This design comes from an exercise in tuning for small area, a short achievable clock period and few clock cycles on the open sky130 flow, not from production work.
The RTL was checked by simulation tests, not by an equivalence proof against the original design.
Power figures rest on the tool's default switching activity, not on a simulated workload.

File: design/flow/run.sh
#!/bin/bash
# synth_recipe.tcl (not shown) runs the flow's synth.tcl, then flattens the netlist and writes it again
# the make line also repeats each setting of config.mk as NAME=value (left out here)
make -C /OpenROAD-flow-scripts/flow DESIGN_CONFIG=/design/flow/config.mk WORK_HOME=/design/flow/orfs CLKGATE_MAP_FILE= SYNTH_SCRIPT=/design/flow/synth_recipe.tcl finish
File: design/flow/config.mk
export PLATFORM = sky130hd
export DESIGN_NAME = asim_core
export DESIGN_NICKNAME = asim_core
export VERILOG_FILES = /design/flow/design.v
export SDC_FILE = /design/flow/constraint.sdc
export NUM_CORES = 4
export LEC_CHECK = 0
export CAP_MARGIN = 20
export CORE_MARGIN = 2
export CORE_UTILIZATION = 45
export CTS_CLUSTER_DIAMETER = 80
export CTS_CLUSTER_SIZE = 25
export PLACE_DENSITY = 0.5
export SETUP_SLACK_MARGIN = 5
export SLEW_MARGIN = 20
export TNS_END_PERCENT = 10
File: design/flow/constraint.sdc
create_clock -name core_clock -period 12.0 [get_ports {clk}]
set_input_delay 2.4000 -clock core_clock [delete_from_list [all_inputs] [get_ports {clk}]]
set_output_delay 2.4000 -clock core_clock [all_outputs]
set_load 0.01 [all_outputs]
File: design/flow/design.v
module asim_core (
    input  wire        clk,
    input  wire        rst,           
    output wire        imem_req,
    output wire [31:0] imem_addr,
    input  wire [31:0] imem_rdata,
    input  wire        imem_fault,
    output wire        dmem_req,
    output wire        dmem_we,
    output wire [31:0] dmem_addr,
    output wire [31:0] dmem_wdata,
    input  wire [31:0] dmem_rdata,
    input  wire        dmem_fault,
    output wire        halted,
    output wire        faulted,
    output wire [1:0]  fault_code,
    output wire [31:0] pc_out,
    input  wire [4:0]  dbg_addr,
    output wire [31:0] dbg_rdata
);
    localparam [31:0] RST_WORD     = 32'h0000007B;
    localparam [31:0] HALT_WORD    = 32'h0000007F;
    localparam [31:0] VHALT_WORD   = 32'h00000063;
    localparam [31:0] RVRS_MASK    = 32'hFFF0707F;
    localparam [31:0] RVRS_MATCH   = 32'h0000000B;
    localparam [6:0] OP_REG    = 7'b0110011;
    localparam [6:0] OP_IMM    = 7'b0010011;
    localparam [6:0] OP_LOAD   = 7'b0000011;
    localparam [6:0] OP_STORE  = 7'b0100011;
    localparam [6:0] OP_BRANCH = 7'b1100011;
    localparam [6:0] OP_JALR   = 7'b1100111;
    localparam [6:0] OP_JAL    = 7'b1101111;
    localparam [6:0] OP_LUI    = 7'b0110111;
    localparam [6:0] OP_AUIPC  = 7'b0010111;
    localparam [1:0] X_NONE = 2'd0;
    localparam [1:0] X_HALT = 2'd3;
    reg [1023:32] rf;             
    reg [31:1] rv;                
    reg        done;              
    reg        st_fault;
    reg [1:0]  fcode;
    reg [31:0] d_pc;              
    reg        d_valid;
    reg        e_valid;
    reg [31:0] e_pc;
    reg [31:0] e_a;
    reg [31:0] e_b;               
    reg        d_mph;             
    reg        e_mph;             
    reg [31:0] e_pcimm;           
    reg [4:0]  e_rd;
    reg        e_we, e_load, e_store, e_br, e_jal, e_jalr, e_rsti;
    reg        e_inv;
    reg        e_pred, e_predok;  
    reg        e_rep;             
    reg        e_rsum, e_rslt, e_rsltu, e_rlog, e_rsh, e_rmul, e_rpci, e_rlink;
    reg        e_shl, e_rev;
    reg [2:0]  e_f3;
    reg [1:0]  e_exc;
    reg        w_valid;
    reg [31:0] w_pc;
    reg [31:0] w_res;
    reg [4:0]  w_rd;
    reg        w_we, w_load, w_mem, w_rsti;
    reg [1:0]  w_exc;
    function [31:0] rstval;
        input [4:0] r;
        rstval = (r == 5'd2) ? 32'd256 : 32'd0;
    endfunction
    wire [4:0]  d_rs1 = imem_rdata[19:15];
    wire [4:0]  d_rs2 = imem_rdata[24:20];
    wire [4:0]  p1a   = done ? dbg_addr : d_rs1;
    wire [1023:0] rfv = {rf, 32'd0};    
    wire [31:0]   rvv = {rv, 1'b0};
    wire [31:0] p1v = rvv[p1a]   ? rfv[32*p1a +: 32]   : rstval(p1a);
    wire [31:0] p2v = rvv[d_rs2] ? rfv[32*d_rs2 +: 32] : rstval(d_rs2);
    assign dbg_rdata = p1v;
    wire [31:0] ir = imem_rdata;
    wire [6:0]  op = ir[6:0];
    wire [2:0]  f3 = ir[14:12];
    wire [6:0]  f7 = ir[31:25];
    wire [4:0]  d_rd = ir[11:7];
    wire is_reg   = (op == OP_REG);
    wire is_imm   = (op == OP_IMM);
    wire is_load  = (op == OP_LOAD);
    wire is_store = (op == OP_STORE);
    wire is_br    = (op == OP_BRANCH);
    wire is_jalr  = (op == OP_JALR);
    wire is_jal   = (op == OP_JAL);
    wire is_lui   = (op == OP_LUI);
    wire is_auipc = (op == OP_AUIPC);
    wire is_rsti  = (ir == RST_WORD);
    wire is_rvrs  = ((ir & RVRS_MASK) == RVRS_MATCH);
    reg legal;
    always @(*) begin
        case (op)
            OP_REG:    legal = (f7 == 7'b0000000) ||
                               (f7 == 7'b0100000 && (f3 == 3'b000 || f3 == 3'b111));
            OP_IMM:    legal = (f3 == 3'b000) || (f3 == 3'b011);
            OP_LOAD:   legal = (f3 == 3'b010);
            OP_STORE:  legal = (f3 == 3'b010);
            OP_JALR:   legal = (f3 == 3'b000);
            OP_BRANCH: legal = (f3 != 3'b010) && (f3 != 3'b011);
            OP_LUI, OP_AUIPC, OP_JAL: legal = 1'b1;
            default:   legal = is_rsti || is_rvrs;
        endcase
    end
    wire d_halt = (ir == HALT_WORD) || (ir == VHALT_WORD);
    wire [1:0] d_exc = imem_fault ? 2'd1 : d_halt ? X_HALT : !legal ? 2'd2 : X_NONE;
    wire d_ok = (d_exc == X_NONE);
    wire r_sub = is_reg && f7[5] && (f3 == 3'b000);
    wire d_we    = d_ok && (d_rd != 5'd0) &&
                   (is_reg || is_imm || is_load || is_lui || is_auipc || is_jal || is_jalr || is_rvrs);
    wire d_use1  = is_reg || is_imm || is_load || is_store || is_br || is_jalr || is_rvrs;
    wire d_use2  = is_reg || is_store || is_br;
    wire [31:0] imm_b = {{19{ir[31]}}, ir[31], ir[7], ir[30:25], ir[11:8], 1'b0};
    wire [31:0] imm_u = {ir[31:12], 12'b0};
    wire [31:0] imm_j = {{11{ir[31]}}, ir[31], ir[19:12], ir[20], ir[30:21], 1'b0};
    wire [31:0] imm_i = {{20{ir[31]}}, ir[31:20]};
    wire [31:0] imm_s = {{20{ir[31]}}, ir[31:25], ir[11:7]};
    wire [31:0] d_pcimm = (is_lui ? 32'd0 : d_pc) +
                          ((is_lui || is_auipc) ? imm_u : is_jal ? imm_j : imm_b);
    wire e_wr1 = e_valid && e_we && (e_rd == d_rs1);
    wire e_wr2 = e_valid && e_we && (e_rd == d_rs2);
    wire e_rs  = e_valid && e_rsti;
    wire w_wr1 = w_valid && w_we && (w_rd == d_rs1);
    wire w_wr2 = w_valid && w_we && (w_rd == d_rs2);
    wire w_rs  = w_valid && w_rsti;
    wire [31:0] w_val = w_load ? dmem_rdata : w_res;
    wire [31:0] d_a = e_rs ? rstval(d_rs1) : w_wr1 ? w_val : w_rs ? rstval(d_rs1) : p1v;
    wire [31:0] d_b = e_rs ? rstval(d_rs2) : w_wr2 ? w_val : w_rs ? rstval(d_rs2) : p2v;
    wire e_late = e_load || e_rmul;
    wire d_ea = e_wr1 && !e_late;
    wire d_eb = e_wr2 && !e_late;
    wire d_lu = e_late && ((d_use1 && e_wr1) || (d_use2 && e_wr2));
    wire d_mul   = is_reg && f7[5] && (f3 == 3'b111);
    wire d_stall = d_valid && d_mul && !d_mph;                
    wire d_issue = d_valid && !redirect;                      
    wire [31:0] d_bf = d_eb ? fresult : d_b;
    wire d_useimm = is_imm || is_load || is_store || is_jalr;
    wire d_inv    = r_sub || (is_reg && (f3 == 3'b010 || f3 == 3'b011)) ||
                    (is_imm && f3 == 3'b011) || is_br;
    wire [31:0] d_op2 = d_useimm ? (is_store ? imm_s : imm_i) :
                        d_mph ? {16'd0, d_bf[31:16]} : d_bf;
    wire [13:1] pb = {1'b0, d_pc[12:1]} + {1'b0, imm_b[12:1]};
    wire [13:1] pj = {1'b0, d_pc[12:1]} + {1'b0, imm_j[12:1]};
    wire d_pbr  = is_br && ir[31];
    wire d_pred = d_valid && (d_pbr || is_jal);
    wire [31:0] ptarget = {d_pc[31:13], is_jal ? pj[12:1] : pb[12:1], d_pc[0]};
    wire d_predok = is_jal ? (!pj[13] && imm_j[31:13] == 19'd0) : pb[13];
    wire [31:0] a = e_a;
    wire [31:0] b = e_b;          
    wire [32:0] sum33 = {1'b0, a} + {1'b0, e_b} + {32'd0, e_inv};
    wire [31:0] sum  = sum33[31:0];
    wire        ltu  = ~sum33[32];
    wire        lt   = (a[31] ^ e_b[31] ^ e_inv) ? a[31] : sum[31];
    wire        eq   = &(a ^ e_b);     
    wire [31:0] link = e_pc + 32'd4;
    wire        cond  = e_f3[2] ? (e_f3[1] ? ltu : lt) : eq;
    wire        taken = e_jal || e_jalr || (e_br && (cond ^ e_f3[0]));
    wire        redirect = e_valid && (e_rep || (e_pred ? !(taken && e_predok) : taken));
    wire [31:0] target = e_rep ? e_pc : (e_pred && !taken) ? link : e_jalr ? sum : e_pcimm;
    function [31:0] rev32;
        input [31:0] x;
        integer k;
        for (k = 0; k < 32; k = k + 1) rev32[k] = x[31 - k];
    endfunction
    wire [31:0] shin  = (e_shl || e_rev) ? rev32(a) : a;
    wire [4:0]  shamt = e_rev ? 5'd0 : b[4:0];
    wire [31:0] shout = shin >> shamt;
    wire [31:0] shres = e_shl ? rev32(shout) : shout;
    reg [31:0] logres;
    always @(*) begin
        case (e_f3[1:0])
            2'b00:   logres = a ^ b;
            2'b10:   logres = a | b;
            default: logres = a & b;
        endcase
    end
    wire [18:0] bx = {2'b00, b[15:0], 1'b0};
    reg  [287:0] brow;            
    reg  [31:0] bcorr, bm;
    reg         bone, btwo, bneg;
    integer     bi;
    always @(*) begin
        bcorr = 32'd0;
        for (bi = 0; bi < 9; bi = bi + 1) begin
            bone = bx[2*bi+1] ^ bx[2*bi];
            btwo = (bx[2*bi+2] & ~bx[2*bi+1] & ~bx[2*bi]) | (~bx[2*bi+2] & bx[2*bi+1] & bx[2*bi]);
            bneg = bx[2*bi+2] & ~(bx[2*bi+1] & bx[2*bi]);
            bm   = ({32{bone}} & a) | ({32{btwo}} & {a[30:0], 1'b0});
            brow[32*bi +: 32] = (bm ^ {32{bneg}}) << (2*bi);
            bcorr = bcorr | ({31'd0, bneg} << (2*bi));
        end
    end
    wire [31:0] msum = brow[31:0] + brow[63:32] + brow[95:64] + brow[127:96] + brow[159:128] +
                       brow[191:160] + brow[223:192] + brow[255:224] + brow[287:256] + bcorr +
                       {16'd0, w_res[31:16] & {16{e_mph}}};
    wire [31:0] mulres = e_mph ? {msum[15:0], w_res[15:0]} : msum;
    wire [31:0] fresult =
        ({32{e_rsum}}  & sum) |
        ({32{e_rslt}}  & {31'd0, e_rsltu ? ltu : lt}) |
        ({32{e_rlog}}  & logres) |
        ({32{e_rsh}}   & shres) |
        ({32{e_rpci}}  & e_pcimm) |
        ({32{e_rlink}} & link);
    wire [31:0] result = e_rmul ? mulres : fresult;
    wire w_dfault = w_mem && dmem_fault;
    wire w_term   = w_valid && ((w_exc != X_NONE) || w_dfault);
    wire w_wen    = w_valid && w_we && !(w_load && dmem_fault) && !done;
    wire [31:0] fetch_seq = d_pc + 32'd4;
    wire [31:0] fetch_np   = redirect ? target : d_stall ? d_pc : fetch_seq;
    wire [31:0] fetch_addr = (d_pred && !redirect) ? ptarget : fetch_np;
    assign imem_req   = 1'b1;
    assign imem_addr  = fetch_addr;
    assign dmem_req   = e_valid && !e_rep && (e_load || e_store) && !done && !w_term;
    assign dmem_we    = e_store;
    assign dmem_addr  = sum;
    assign dmem_wdata = e_pcimm;
    assign halted     = done && !st_fault;
    assign faulted    = done && st_fault;
    assign fault_code = fcode;
    assign pc_out     = w_pc;
    integer m;
    always @(posedge clk) begin
        for (m = 1; m < 32; m = m + 1)
            if (w_wen && w_rd == m)
                rf[32*m +: 32] <= w_val;
    end
    always @(posedge clk) begin
        if (rst) begin
            rv <= 31'd0;
        end else if (!done) begin
            if (w_valid && w_rsti)
                rv <= 31'd0;
            else if (w_wen)
                rv[w_rd] <= 1'b1;
        end
    end
    always @(posedge clk) begin
        if (rst) begin
            done     <= 1'b0;
            st_fault <= 1'b0;
            fcode    <= 2'd0;
        end else if (!done && w_term) begin
            done     <= 1'b1;
            st_fault <= (w_exc != X_HALT);
            fcode    <= (w_exc == X_NONE) ? 2'd3 : w_exc;
        end
    end
    always @(posedge clk) begin
        if (!done && !w_term)
            w_pc <= e_pc;
    end
    always @(posedge clk) begin
        if (rst) begin
            d_pc    <= 32'hFFFFFFFC;
            d_valid <= 1'b0;
            d_mph   <= 1'b0;
            e_valid <= 1'b0;
            w_valid <= 1'b0;
        end else begin
            d_pc    <= fetch_addr;
            d_valid <= 1'b1;
            d_mph   <= d_issue && d_mul && !d_mph && !d_lu;
            e_valid <= d_issue;
            w_valid <= e_valid && !e_rep;
        end
    end
    always @(posedge clk) begin
        e_pc     <= d_pc;
        e_a      <= d_ea ? fresult : d_a;
        e_b      <= d_op2 ^ {32{d_inv}};
        e_mph    <= d_mph;
        e_pcimm  <= is_store ? d_bf : d_pcimm;
        e_rd     <= d_rd;
        e_we     <= d_we && !(d_mul && !d_mph);
        e_load   <= d_ok && is_load;
        e_store  <= d_ok && is_store;
        e_br     <= d_ok && is_br;
        e_jal    <= d_ok && is_jal;
        e_jalr   <= d_ok && is_jalr;
        e_rsti   <= d_ok && is_rsti;
        e_inv    <= d_inv;
        e_rsum   <= (is_reg && f3 == 3'b000) || (is_imm && f3 == 3'b000);
        e_rslt   <= (is_reg && (f3 == 3'b010 || f3 == 3'b011)) || (is_imm && f3 == 3'b011);
        e_rsltu  <= f3[0];
        e_rlog   <= is_reg && (f3 == 3'b100 || f3 == 3'b110 || (f3 == 3'b111 && !f7[5]));
        e_rsh    <= (is_reg && (f3 == 3'b001 || f3 == 3'b101)) || is_rvrs;
        e_shl    <= is_reg && f3 == 3'b001;
        e_rev    <= is_rvrs;
        e_rmul   <= d_ok && d_mul;
        e_rpci   <= is_lui || is_auipc;
        e_rlink  <= is_jal || is_jalr;
        e_pred   <= d_pred;
        e_rep    <= d_lu;
        e_predok <= d_predok;
        e_f3     <= f3;
        e_exc    <= d_exc;
        w_res   <= result;
        w_rd    <= e_rd;
        w_we    <= e_we;
        w_load  <= e_load;
        w_mem   <= e_load || e_store;
        w_rsti  <= e_rsti;
        w_exc   <= e_exc;
    end
endmodule
==> run notes <==
-- registers in the layout (all words and copies together), names as in the netlist, 2 cells and up --
register / flops
e_a: 32
e_b: 32
e_f3: 3
d_pc: 32
w_res: 32
e_pcimm: 32
rv: 31
e_exc: 2
w_exc: 2
w_pc: 32
e_pc: 32
rf: 992
fcode: 2
e_rd: 5
w_rd: 5
-- kinds of logic (layout without fill, tap and decap cells) --
logic type               Yosys count  in the layout  share of synthesized area, %
adder cells (fa/ha/maj)          372            372                          7.24
buffers and inverters            895           1249                          4.30
AO/OA/AOI/OAI                   1530           1530                          12.9
other                              1             12                       0.00460
flip-flops                      1297           1297                          44.6
XOR/XNOR                         403            403                          4.33
AND/OR/NAND/NOR                 2641           2642                          14.5
multiplexers                     555            564                          12.1
-- cells in the final DEF, fill, tap and decap left out, types with 69 or more instances in the layout --
cell | Yosys | routed
a22oi_1 | 175 | 173
buf_4 | 8 | 358
a31oi_1 | 94 | 79
mux2i_1 | 145 | 123
xor2_1 | 225 | 224
edfxtp_1 | 1040 | 1040
mux2_2 | 72 | 69
nand2_1 | 1313 | 1301
ha_1 | 206 | 170
nor2_1 | 343 | 272
o21ai_0 | 245 | 223
xnor2_1 | 178 | 177
clkdlybuf4s50_1 | 0 | 140
a21oi_1 | 330 | 310
inv_1 | 285 | 269
mux4_2 | 338 | 338
nand3_1 | 500 | 490
clkbuf_16 | 0 | 107
dfxtp_1 | 257 | 229
a21o_1 | 75 | 75
a311oi_1 | 121 | 107
and3_1 | 97 | 95
fa_1 | 166 | 163
-- cell usage after synthesis, types with 178 or more instances --
master    instances
xnor2_1         178
mux4_2          338
clkbuf_1        428
nand3_1         500
o21ai_0         245
a21oi_1         330
xor2_1          225
edfxtp_1       1040
ha_1            206
inv_1           285
dfxtp_1         257
nor2_1          343
nand2_1        1313
-- layer usage --
layer,up-vias,share of wire [%]
li1,29100,-
met1,35100,37
met2,4215,46
met3,961,9.2
met4,18,7.3
met5,-,0.030
-- through the flow --
stage | setup WS (ns) | utilization [%] | power [mW] | cells | area (um^2)
floorplan | 4.84 | - | 7.35 | 7694 | 81600
global placement | 2.38 | 48.1 | 8.98 | 9914 | 86800
detailed placement | 2.34 | 48.1 | 8.98 | 9916 | 86800
CTS | 4.51 | 53.1 | 13.1 | 10400 | 95800
global route | 4.28 | 53.9 | 13.6 | 10400 | 97100
finish | 4.37 | 53.9 | 13.2 | 10400 | 97200
-- area by class of cell --
class                   instances  area (um^2)  area share, %
diodes                         11         27.5         0.0283
clock buffers                  96         2360           2.43
clock inverters                68          946          0.974
inverters                     287         1140           1.18
multi-input cells            5512        44100           45.4
flip-flops and latches       1297        36400           37.5
well taps                    2370         2970           3.05
repair buffers                797         9120           9.39
repair inverters                1         8.76        0.00901
-- worst paths after layout --
path               startpoint             endpoint  cells after the start
max            e_a[1]$_DFF_P_        imem_addr[29]                     23
min          e_exc[0]$_DFF_P_     w_exc[0]$_DFF_P_                      0
max reg2reg    e_a[0]$_DFF_P_  d_pc[18]$_SDFF_PP1_                     47
min reg2reg  e_exc[0]$_DFF_P_     w_exc[0]$_DFF_P_                      0
-- critical path, delay by kind of cell, from the launching register on --
family,cells,cell delay (ns)
adders and majority gates,1,0.34
muxes,1,0.19
buffers and inverters,11,1.65
DFF,1,0.37
AOI/OAI and AO/OA,7,1.46
and+or+nand+nor,3,0.41
-- power by group through the flow --
stage / combinational (mW) / clock, mW / sequential, mW
finish: 4.33 / 3.57 / 5.33
global route: 4.54 / 3.75 / 5.34
CTS: 4.14 / 3.60 / 5.32
detailed placement: 3.58 / 0 / 5.40
global placement: 3.58 / 0 / 5.40
floorplan: 2.06 / 0 / 5.29
-- repair_timing --
item | CTS | global route
resized for setup | 758 | 124
setup buffers | 219 | 55
gates cloned | 55 | 13
pin swaps | 108 | 48
endpoints found under the hold margin | 0 | 0
endpoints found under the setup margin | 90 | 97
==> impl_metrics.csv <==
group,metric,value,unit
yosys,synthCells,7694,
sta,slew_headroom,13.5,%
power,pwr-share-comb,32.7,%
yosys,synth_top_area_cell,"edfxtp_1",
drt,wire_per_inst,35.4,um
sta,finalCritPeriodShare,63.6,%
global_routing,gr-usage-met3,7.17,%
sta,max_freq,0.131,GHz
yosys,ys_seq_area_share,44.6,%
global_routing,met2_usage,60.9,%
global_routing,antenna_found_initial,21,
power,ir_drop,121,uV
critical_path,worstPathRequired,9.60,ns
clock_network,cts_hold_buf,0,
die,num_rows,156,
global_routing,first_global_vias,65800,
job,cap_violations,0,
power,internal_power,8.47,mW
yosys,async_reset_ff_share,0,%
global_routing,grt_max_degree,93,
sta,drv_slew,0,
drt,detail_route.iter0.violations,9381,
outcome,status,"no timing/DRC/antenna violations",
critical_path,cp_cell_sequence,"buf_12 > clkinvlp_4 > ha_4 > a211oi_4 > o21a_4 > nor3_4 > o2111ai_4 > a2111oi_4 > buf_4 > o211ai_1 > buf_4 > buf_6 > nand4_1 > buf_6 > buf_6 > buf_4 > nor2_4 > buf_4 > buf_4 > a21oi_1 > o221ai_4 > mux2i_4 > clkdlybuf4s15_2",
cells_and_area,synthToLayoutAreaGrowth,19.2,%
sta,fin_worst_skew,0.0652,ns
sta,whs,0.339,ns
yosys,synth_seq_cells,1297,
power,p_clk_share,27.0,%
drt,drc,0,
hold_path,min-delay-path-class,"flop to flop",
clock_network,cts.sinks,1297,
die,initial_core_util,45.2,%
critical_path,slowest_stage,"a2111oi_4",
cells_and_area,drive_gt1_share,19.6,%
die,die_height,430,um
drt,via_count,69400,
clock_network,cts_tree,"yes",
die,core_area,0.180,mm^2
yosys,syn_nets,8139,
die,ios,240,
sta,period_minus_slack,7.63,ns
critical_path,reg2reg_slack,4.50,ns
clock_network,cts_buffer_depth,3,
yosys,synthTopCellsByArea,"edfxtp_1, mux4_2, dfxtp_1",
clock_network,numCtsBuffers,90,
power,switchingPower,4.76,mW
power,pwr-share-seq,40.3,%
critical_path,cp.arrival,5.23,ns
critical_path,end_kind,"output port",
global_routing,grt-ovfl-total,0,
drt,postRouteWirelength,369000,um
drt,ant_nets,0,
clock_network,clockRootBuffer,"clkbuf_16",
power,leakage,35.0,nW
yosys,synth_area,0.0815,mm^2
yosys,syn_avg_cell_area,10.6,um^2
global_routing,top_usage_layer,"met2",
sta,hold_violations,0,
critical_path,path_common_cell,"buf_4",
sta,rsz0062_at_grt,"true",
sta,tightest_slew,1.30,ns
power,swShare,36.0,%
drt,dr.pass1.iters,8,
critical_path,crit_type,"flop to output port",
critical_path,critPathMaxStageDelay,0.49,ns
placement,io_buffers,238,
global_routing,grt_usage,38.7,%
yosys,synth_top_area_share,38.3,%
power,powerDensity,136,mW/mm^2
die,die_w,430,um
yosys,synth-main-ff-cell,"edfxtp_1",
clock_network,cts_htree_levels,3,
clock_network,path_clk_slew,0.10,ns
critical_path,cp-start-kind,"flop",
yosys,ys_types,104,
cells_and_area,layout.nets,8431,
global_routing,grt_pass1_wl,510000,um
drt,routed_via_density,6.65,
placement,dpl.hpwl,226000,um
yosys,ys_warn_count,1,
placement,gp_congestion,0.966,
yosys,synth_edf_count,1040,
clock_network,clock_latency,0.80,ns
sta,finalSetupTns,0,ns
die,fp.dieArea,0.185,mm^2
critical_path,worstPathMaxFanout,4,
global_routing,grt_use_met1,49.4,%
cells_and_area,n_fill_cell,15900,
sta,setup_viol,0,
Testbench counts, summed over its fixed seeds: cycles 46,161.

==> port drivers added, routing unchanged <==
How much do the figures lean on ideal ports? The routed layout below was timed once more, with nothing changed but the port constraints.
Step 1 assumes that a clkbuf_16 drives the clock port and a buf_2 every other input.
Step 2 times the ports against the registers' clock, not the clock port: input delays grow and output delays shrink by t, the midpoint of the rising clock arrivals with the driver on.
a / b / c = ideal / step 1 / step 2; a / b = the first two.
shift t [ns]: 0.850
setup slack, ns: 4.373 / 4.288 / 3.631
worst slew at a driven data input, ns: 0.29
After both steps this run still meets setup and hold. The setup slack of this run moves by -0.085 ns with the drivers and by -0.742 ns with both steps.
